What follows belongs to an exercise in optimizing a design on an open flow for small area; a production flow would make more cautious choices.
Where RTL was checked, it was by simulation tests only, not by an equivalence proof against the original.

==> inputs of v33 <==
==> flow/design.v <==
module crc_frame_engine (
    input  wire        clk,
    input  wire        rst,         
    input  wire        req_valid,
    output wire        req_ready,
    input  wire        req_write,
    input  wire [6:0]  req_addr,    
    input  wire [1:0]  req_size,    
    input  wire [31:0] req_wdata,
    output wire        rsp_valid,
    output wire        rsp_err,     
    output wire [31:0] rsp_rdata
);
    reg [199:0] r;             
    reg [7:0]   t;             
    reg [15:0]  crc;
    reg [15:0]  calc_crc;      
    reg [3:0]   count;
    reg [2:0]   pres;
    reg         cmd_err;
    reg         ovf;
    reg         smp_vld;       
    reg         fcrc_vld;      
    reg         busy;          
    wire [2:0] tk  = t[2:0];               
    wire [4:0] tb  = t[7:3];               
    wire       eob = (tk == 3'd7);
    wire       wrap = eob && (tb == 5'd24);
    wire [4:0] ntb = wrap ? 5'd0 : tb + 5'd1;    
    wire [31:0] w       = req_wdata;
    wire [3:0]  cmd_op  = w[3:0];
    wire [7:0]  cmd_a   = w[15:8];
    wire [7:0]  cmd_len = w[23:16];
    wire        cmd_src = w[4];
    wire [4:0]  word    = req_addr[6:2];
    wire bus_ok = (req_size == 2'd2) && (req_addr[1:0] == 2'b00);
    wire wr_ok  = req_valid && bus_ok && req_write;
    wire rd_ok  = req_valid && bus_ok && !req_write;
    wire is_cmd = wr_ok && (word == 5'h00);
    reg cmd_legal;
    always @(*) begin
        case (cmd_op)
            4'h0, 4'h1, 4'h4, 4'h6:
                cmd_legal = (w[31:4] == 28'd0);
            4'h2, 4'h5:
                cmd_legal = (w[31:16] == 16'd0) && (w[7:4] == 4'd0);
            4'h3:
                cmd_legal = (w[31:24] == 8'd0) && (w[7:5] == 3'd0);
            default:
                cmd_legal = 1'b0;
        endcase
    end
    wire cmd_ok   = is_cmd && cmd_legal;
    wire op_init  = cmd_ok && (cmd_op == 4'h1);
    wire op_byte  = cmd_ok && (cmd_op == 4'h2);
    wire op_range = cmd_ok && (cmd_op == 4'h3);
    wire op_clear = cmd_ok && (cmd_op == 4'h4);
    wire op_push  = cmd_ok && (cmd_op == 4'h5);
    wire op_parse = cmd_ok && (cmd_op == 4'h6);
    wire [4:0] range_end   = cmd_a[3:0] + cmd_len[3:0];
    wire [4:0] range_limit = cmd_src ? 5'd10 : {1'b0, count};
    wire       range_ok    = (cmd_a[7:4] == 4'd0) && (cmd_len[7:4] == 4'd0) &&
                             (range_end <= range_limit);
    wire full       = (count == 4'd15);
    wire range_walk = op_range && range_ok && (cmd_len != 8'd0);
    wire parse_walk = op_parse && full;
    wire long_op    = op_byte || range_walk || parse_walk;
    wire push_wait  = op_push && !full;
    reg       ring_word;
    reg [4:0] rtb;
    always @(*) begin
        ring_word = 1'b1;
        case (word)
            5'h04:   rtb = 5'd0;
            5'h05:   rtb = 5'd4;
            5'h06:   rtb = 5'd8;
            5'h07:   rtb = 5'd12;
            5'h08:   rtb = 5'd15;
            5'h09:   rtb = 5'd17;
            5'h0A:   rtb = 5'd20;
            5'h0B:   rtb = 5'd21;
            5'h0C:   rtb = 5'd21;
            default: begin rtb = 5'd0; ring_word = 1'b0; end
        endcase
    end
    wire ring_rd = rd_ok && ring_word;
    wire [4:0] idle_tgt = ring_rd ? rtb : {1'b0, count} + 5'd2;
    wire       idle_hit = eob && (ntb == idle_tgt);
    wire [4:0] wk_tgt = op_parse ? 5'd0 : (busy ? range_end : {1'b0, cmd_a[3:0]});
    wire       wk_hit = eob && (op_byte || (ntb == wk_tgt));
    wire       init   = !busy && long_op && wk_hit;
    wire       finish = busy && wk_hit;
    assign req_ready = busy ? wk_hit :
                       long_op ? 1'b0 :
                       (ring_rd || push_wait) ? idle_hit : 1'b1;
    wire accept = req_valid && req_ready;
    wire [31:0] win;
    genvar g, h;
    generate
        for (g = 0; g < 4; g = g + 1) begin : g_lane
            for (h = 0; h < 8; h = h + 1) begin : g_bit
                assign win[8*g + h] = r[1 + 8*g + 7 - h];
            end
        end
    endgenerate
    reg [3:0]  lane_en;
    reg [31:0] rd_fix;
    always @(*) begin
        lane_en = 4'b0000;
        rd_fix   = 32'd0;
        case (word)
            5'h01: rd_fix = {26'd0, ovf, cmd_err, 1'b0, pres};
            5'h02: rd_fix = {16'd0, crc};
            5'h03: rd_fix = {28'd0, count};
            5'h04: lane_en = {count > 4'd3,  count > 4'd2,  count > 4'd1,  count > 4'd0};
            5'h05: lane_en = {count > 4'd7,  count > 4'd6,  count > 4'd5,  count > 4'd4};
            5'h06: lane_en = {count > 4'd11, count > 4'd10, count > 4'd9,  count > 4'd8};
            5'h07: lane_en = {1'b0,          count > 4'd14, count > 4'd13, count > 4'd12};
            5'h08: lane_en = {2'b00, {2{smp_vld}}};
            5'h09: lane_en = {1'b0, {3{smp_vld}}};
            5'h0A: lane_en = {3'b000, smp_vld};
            5'h0B: lane_en = {2'b00, {2{smp_vld}}};
            5'h0C: begin
                lane_en = {{2{fcrc_vld}}, 2'b00};
                rd_fix   = {16'd0, calc_crc & {16{fcrc_vld}}};
            end
            5'h10: rd_fix = 32'h0000240A;
            5'h12: rd_fix = 32'h0000720F;
            default: ;
        endcase
    end
    assign rsp_valid = accept;
    assign rsp_err   = !bus_ok;
    assign rsp_rdata = (win & {{8{lane_en[3]}}, {8{lane_en[2]}}, {8{lane_en[1]}}, {8{lane_en[0]}}})
                     | rd_fix;
    reg [7:0] rom_byte;
    always @(*) begin
        case (tb)
            5'd0:    rom_byte = 8'h0A;
            5'd1:    rom_byte = 8'h24;
            5'd8:    rom_byte = 8'h0F;
            5'd9:    rom_byte = 8'h72;
            default: rom_byte = 8'h00;
        endcase
    end
    wire walk_bit = op_byte ? cmd_a[~tk] : (cmd_src ? rom_byte[~tk] : r[0]);
    wire p_good  = !pres[1];
    wire p_ok    = !pres[1] && !pres[2];
    wire p_start = (tb == 5'd0);
    wire p_walk  = (tb >= 5'd2) && (tb <= 5'd12);
    wire p_cmp   = (tb == 5'd13) || (tb == 5'd14);
    wire p_smp   = (tb >= 5'd15) && (tb <= 5'd22);
    wire p_recv  = (tb >= 5'd23);
    wire parsing = busy && op_parse;
    wire calc_init = parsing && (tb == 5'd1) && eob && p_good;
    wire calc_run  = parsing && p_good && (p_walk || p_cmp);
    wire start_bad = p_start && (r[0] != ((tk == 3'd4) || (tk == 3'd6)));
    wire mismatch  = p_cmp && (calc_crc[15] != r[0]);
    wire copy_en   = parsing && ((p_smp && p_ok) || (p_recv && p_good));
    wire        crc_fb   = crc[15] ^ walk_bit;
    wire [15:0] crc_next = {crc[14:0], crc_fb} ^ ({16{crc_fb}} & 16'h1020);
    wire        calc_fb   = calc_crc[15] ^ (r[0] & !p_cmp);
    wire        calc_tap  = calc_fb & !p_cmp;
    wire [15:0] calc_next = {calc_crc[14:0], calc_fb} ^ ({16{calc_tap}} & 16'h1020);
    reg copy_bit;
    always @(*) begin
        case (tb)
            5'd19, 5'd20:                      copy_bit = r[120];
            5'd16, 5'd18, 5'd22, 5'd24:        copy_bit = r[112];
            default:                           copy_bit = r[128];
        endcase
    end
    wire push_do = accept && push_wait;
    integer i;
    always @(posedge clk) begin
        for (i = 0; i < 199; i = i + 1)
            r[i] <= r[i+1];
        r[199] <= copy_en ? copy_bit : r[0];
        if (push_do)
            for (i = 0; i < 8; i = i + 1)
                r[184 + i] <= cmd_a[7 - i];
        if (calc_init)
            calc_crc <= 16'hFFFF;
        else if (calc_run)
            calc_crc <= calc_next;
    end
    always @(posedge clk) begin
        if (rst) begin
            t        <= 8'd0;
            crc      <= 16'hFFFF;
            count    <= 4'd0;
            pres     <= 3'd0;
            cmd_err  <= 1'b0;
            ovf      <= 1'b0;
            smp_vld  <= 1'b0;
            fcrc_vld <= 1'b0;
            busy     <= 1'b0;
        end else begin
            t <= wrap ? 8'd0 : t + 8'd1;
            if (busy) begin
                if (op_parse) begin
                    if (start_bad) pres <= 3'd3;
                    if (calc_run && mismatch) pres <= 3'd4;
                    if (calc_init) fcrc_vld <= 1'b1;
                    if (finish && p_ok) smp_vld <= 1'b1;
                end else begin
                    crc <= crc_next;
                end
                if (finish) busy <= 1'b0;
            end else if (long_op) begin
                if (init) begin
                    busy <= 1'b1;
                    if (op_range) crc  <= 16'hFFFF;
                    if (op_parse) pres <= 3'd1;
                end
            end else if (accept && wr_ok) begin
                case (word)
                5'h00: begin  
                    if (!cmd_legal) cmd_err <= 1'b1;
                    if (op_init) crc <= 16'hFFFF;
                    if (op_range) begin
                        if (!range_ok) cmd_err <= 1'b1;
                        else crc <= 16'hFFFF;           
                    end
                    if (op_clear) count <= 4'd0;
                    if (op_push) begin
                        if (full) ovf <= 1'b1;
                        else count <= count + 4'd1;
                    end
                    if (op_parse) pres <= 3'd2;         
                end
                5'h01: begin  
                    if (w[4]) cmd_err <= 1'b0;
                    if (w[5]) ovf     <= 1'b0;
                end
                5'h02: crc <= w[15:0];
                default: ;
                endcase
            end
        end
    end
endmodule
==> flow/run.sh <==
#!/bin/bash
# synth_recipe.tcl (not shown) runs the flow's synth.tcl, then flattens the netlist and writes it again
# the make line also repeats each setting of config.mk as NAME=value (left out here)
make -C /OpenROAD-flow-scripts/flow DESIGN_CONFIG=/design/flow/config.mk WORK_HOME=/design/flow/orfs CLKGATE_MAP_FILE= SYNTH_SCRIPT=/design/flow/synth_recipe.tcl finish
==> flow/config.mk <==
export PLATFORM = sky130hd
export DESIGN_NAME = crc_frame_engine
export DESIGN_NICKNAME = crc_frame_engine
export VERILOG_FILES = /design/flow/design.v
export SDC_FILE = /design/flow/constraint.sdc
export NUM_CORES = 4
export LEC_CHECK = 0
export CAP_MARGIN = 20
export CORE_MARGIN = 2
export CORE_UTILIZATION = 40
export GPL_TIMING_DRIVEN = 0
export SLEW_MARGIN = 20
==> flow/constraint.sdc <==
create_clock -name core_clock -period 6.0 [get_ports {clk}]
set_input_delay 1.2000 -clock core_clock [delete_from_list [all_inputs] [get_ports {clk}]]
set_output_delay 1.2000 -clock core_clock [all_outputs]
set_load 0.01 [all_outputs]
==> v39: changes against v33 <==
--- a/flow/design.v
+++ b/flow/design.v
@@ -28,3 +28,2 @@
     wire       wrap = eob && (tb == 5'd24);
-    wire [4:0] ntb = wrap ? 5'd0 : tb + 5'd1;    
     wire [31:0] w       = req_wdata;
@@ -73,11 +72,11 @@
         case (word)
-            5'h04:   rtb = 5'd0;
-            5'h05:   rtb = 5'd4;
-            5'h06:   rtb = 5'd8;
-            5'h07:   rtb = 5'd12;
-            5'h08:   rtb = 5'd15;
-            5'h09:   rtb = 5'd17;
-            5'h0A:   rtb = 5'd20;
-            5'h0B:   rtb = 5'd21;
-            5'h0C:   rtb = 5'd21;
+            5'h04:   rtb = 5'd24;       
+            5'h05:   rtb = 5'd3;        
+            5'h06:   rtb = 5'd7;        
+            5'h07:   rtb = 5'd11;       
+            5'h08:   rtb = 5'd14;       
+            5'h09:   rtb = 5'd16;       
+            5'h0A:   rtb = 5'd19;       
+            5'h0B:   rtb = 5'd20;       
+            5'h0C:   rtb = 5'd20;       
             default: begin rtb = 5'd0; ring_word = 1'b0; end
@@ -86,6 +85,7 @@
     wire ring_rd = rd_ok && ring_word;
-    wire [4:0] idle_tgt = ring_rd ? rtb : {1'b0, count} + 5'd2;
-    wire       idle_hit = eob && (ntb == idle_tgt);
-    wire [4:0] wk_tgt = op_parse ? 5'd0 : (busy ? range_end : {1'b0, cmd_a[3:0]});
-    wire       wk_hit = eob && (op_byte || (ntb == wk_tgt));
+    wire [3:0] count_inc = count + 4'd1;
+    wire [4:0] idle_tgt  = ring_rd ? rtb : {1'b0, count_inc};
+    wire       idle_hit  = eob && (tb == idle_tgt);
+    wire [4:0] wk_tgt = busy ? range_end : {1'b0, cmd_a[3:0]};
+    wire       wk_hit = op_parse ? wrap : (eob && (op_byte || (tb == wk_tgt)));
     wire       init   = !busy && long_op && wk_hit;
@@ -138,6 +138,6 @@
         case (tb)
-            5'd0:    rom_byte = 8'h0A;
-            5'd1:    rom_byte = 8'h24;
-            5'd8:    rom_byte = 8'h0F;
-            5'd9:    rom_byte = 8'h72;
+            5'd1:    rom_byte = 8'h0A;
+            5'd2:    rom_byte = 8'h24;
+            5'd9:    rom_byte = 8'h0F;
+            5'd10:   rom_byte = 8'h72;
             default: rom_byte = 8'h00;
@@ -145,3 +145,3 @@
     end
-    wire walk_bit = op_byte ? cmd_a[~tk] : (cmd_src ? rom_byte[~tk] : r[0]);
+    wire walk_bit = op_byte ? cmd_a[~tk] : (cmd_src ? rom_byte[~tk] : r[192]);
     wire p_good  = !pres[1];
@@ -173,2 +173,9 @@
     wire push_do = accept && push_wait;
+    wire crc_set = rst || (init && op_range) ||
+                   (!busy && accept && (op_init || (op_range && range_ok)));
+    wire crc_wr  = !rst && !busy && accept && wr_ok && (word == 5'h02);
+    wire crc_sh  = !rst && busy && !op_parse;
+    wire crc_hd  = !crc_set && !crc_wr && !crc_sh;
+    wire [15:0] crc_d = {16{crc_set}} | (w[15:0] & {16{crc_wr}})
+                      | (crc_next & {16{crc_sh}}) | (crc & {16{crc_hd}});
     integer i;
@@ -181,6 +188,5 @@
                 r[184 + i] <= cmd_a[7 - i];
-        if (calc_init)
-            calc_crc <= 16'hFFFF;
-        else if (calc_run)
-            calc_crc <= calc_next;
+        crc <= crc_d;
+        calc_crc <= {16{calc_init}} | (calc_next & {16{calc_run}})
+                  | (calc_crc & {16{!calc_init && !calc_run}});
     end
@@ -189,3 +195,2 @@
             t        <= 8'd0;
-            crc      <= 16'hFFFF;
             count    <= 4'd0;
@@ -205,4 +210,2 @@
                     if (finish && p_ok) smp_vld <= 1'b1;
-                end else begin
-                    crc <= crc_next;
                 end
@@ -212,3 +215,2 @@
                     busy <= 1'b1;
-                    if (op_range) crc  <= 16'hFFFF;
                     if (op_parse) pres <= 3'd1;
@@ -219,7 +221,3 @@
                     if (!cmd_legal) cmd_err <= 1'b1;
-                    if (op_init) crc <= 16'hFFFF;
-                    if (op_range) begin
-                        if (!range_ok) cmd_err <= 1'b1;
-                        else crc <= 16'hFFFF;           
-                    end
+                    if (op_range && !range_ok) cmd_err <= 1'b1;
                     if (op_clear) count <= 4'd0;
@@ -227,3 +225,3 @@
                         if (full) ovf <= 1'b1;
-                        else count <= count + 4'd1;
+                        else count <= count_inc;
                     end
@@ -235,3 +233,2 @@
                 end
-                5'h02: crc <= w[15:0];
                 default: ;
==> flow/flow/run.sh (new file) <==
#!/bin/bash
# Own layout flow: the standard flow (standard.sh, with the standard
# synthesis unchanged), with a few ORFS variables set for a smaller layout:
#  - port buffers are buf_1 instead of the default delay-buffer cell
#  - the netlist's synthesis buffers are removed at floorplan
#  - clock tree synthesis uses clkbuf_8 and inserts no dummy loads
# The make output goes to standard.log; each tool's own log is kept by ORFS
# under orfs/logs/.
set -euo pipefail
export REMOVE_ABC_BUFFERS=1
export BUFFER_PORTS_ARGS="-buffer_cell sky130_fd_sc_hd__buf_1"
export CTS_ARGS="-sink_clustering_enable -repair_clock_nets -dont_use_dummy_load -buf_list sky130_fd_sc_hd__clkbuf_8 -sink_clustering_size 20 -sink_clustering_max_diameter 50"
bash standard.sh > standard.log 2>&1
==> flow/standard.sh (new file) <==
#!/bin/bash
# synth_recipe.tcl (not shown) runs the flow's synth.tcl, then flattens the netlist and writes it again
# the make line also repeats each setting of config.mk as NAME=value (left out here)
make -C /OpenROAD-flow-scripts/flow DESIGN_CONFIG=/design/flow/config.mk WORK_HOME=/design/flow/orfs CLKGATE_MAP_FILE= SYNTH_SCRIPT=/design/flow/synth_recipe.tcl "${@:-finish}"
--- a/flow/config.mk
+++ b/flow/config.mk
@@ -10,2 +10,4 @@
 export CORE_UTILIZATION = 40
+export CTS_BUF_LIST = sky130_fd_sc_hd__clkbuf_4
+export CTS_CLUSTER_SIZE = 30
 export GPL_TIMING_DRIVEN = 0
removed: flow/run.sh
==> key figures <==
Outcome
  – Run status: complete, no violations

Die
  – Height of the die: 157 um
  – Area enclosed by the die boundary: 24600 um2

Global routing
  – Most used routing layer in global routing: met2
  – Vias in the first global route: 6652
[end of results for v33]
==> key figures <==
Global routing
  – Vias in the first global route: 5746
  – Routing usage on met2: 0.256
  – Most used routing layer in global routing: met1

Worst setup path
  – Worst-case register-to-register setup slack: 2.45 ns

Outcome
  – Run status: complete, no violations

Die
  – Height of the die: 152 um
[end of results for v39]
The RTL of v33 was laid out without a check of its function.

re-timing with driven ports:
The flow's constraints put no driver on any port. The routed layouts listed below were extracted and timed again, unchanged, in two steps.
Step 1 assumes that a clkbuf_16 drives the clock port and a buf_2 every other input.
Step 2 adds t to the input delays and takes it off the output delays; t is the mean of the earliest and latest rising clock arrival at the registers after step 1. Input paths then give back, and output paths get back, about the clock's delay inside the block.
a / b / c = ideal ports / drivers / drivers and shift; a / b = the first two.
run	shift t [ns]	setup slack, ns	clock arrival spread, ns
v33	0.538	0.170 / 0.145 / 0.145	0.006 / 0.007
v39	0.536	0.232 / 0.210 / 0.210	0.069 / 0.069
After both steps every run listed still meets setup and hold. The setup slack of v33, which loses most, moves by -0.025 ns with the drivers and by -0.025 ns with both steps.
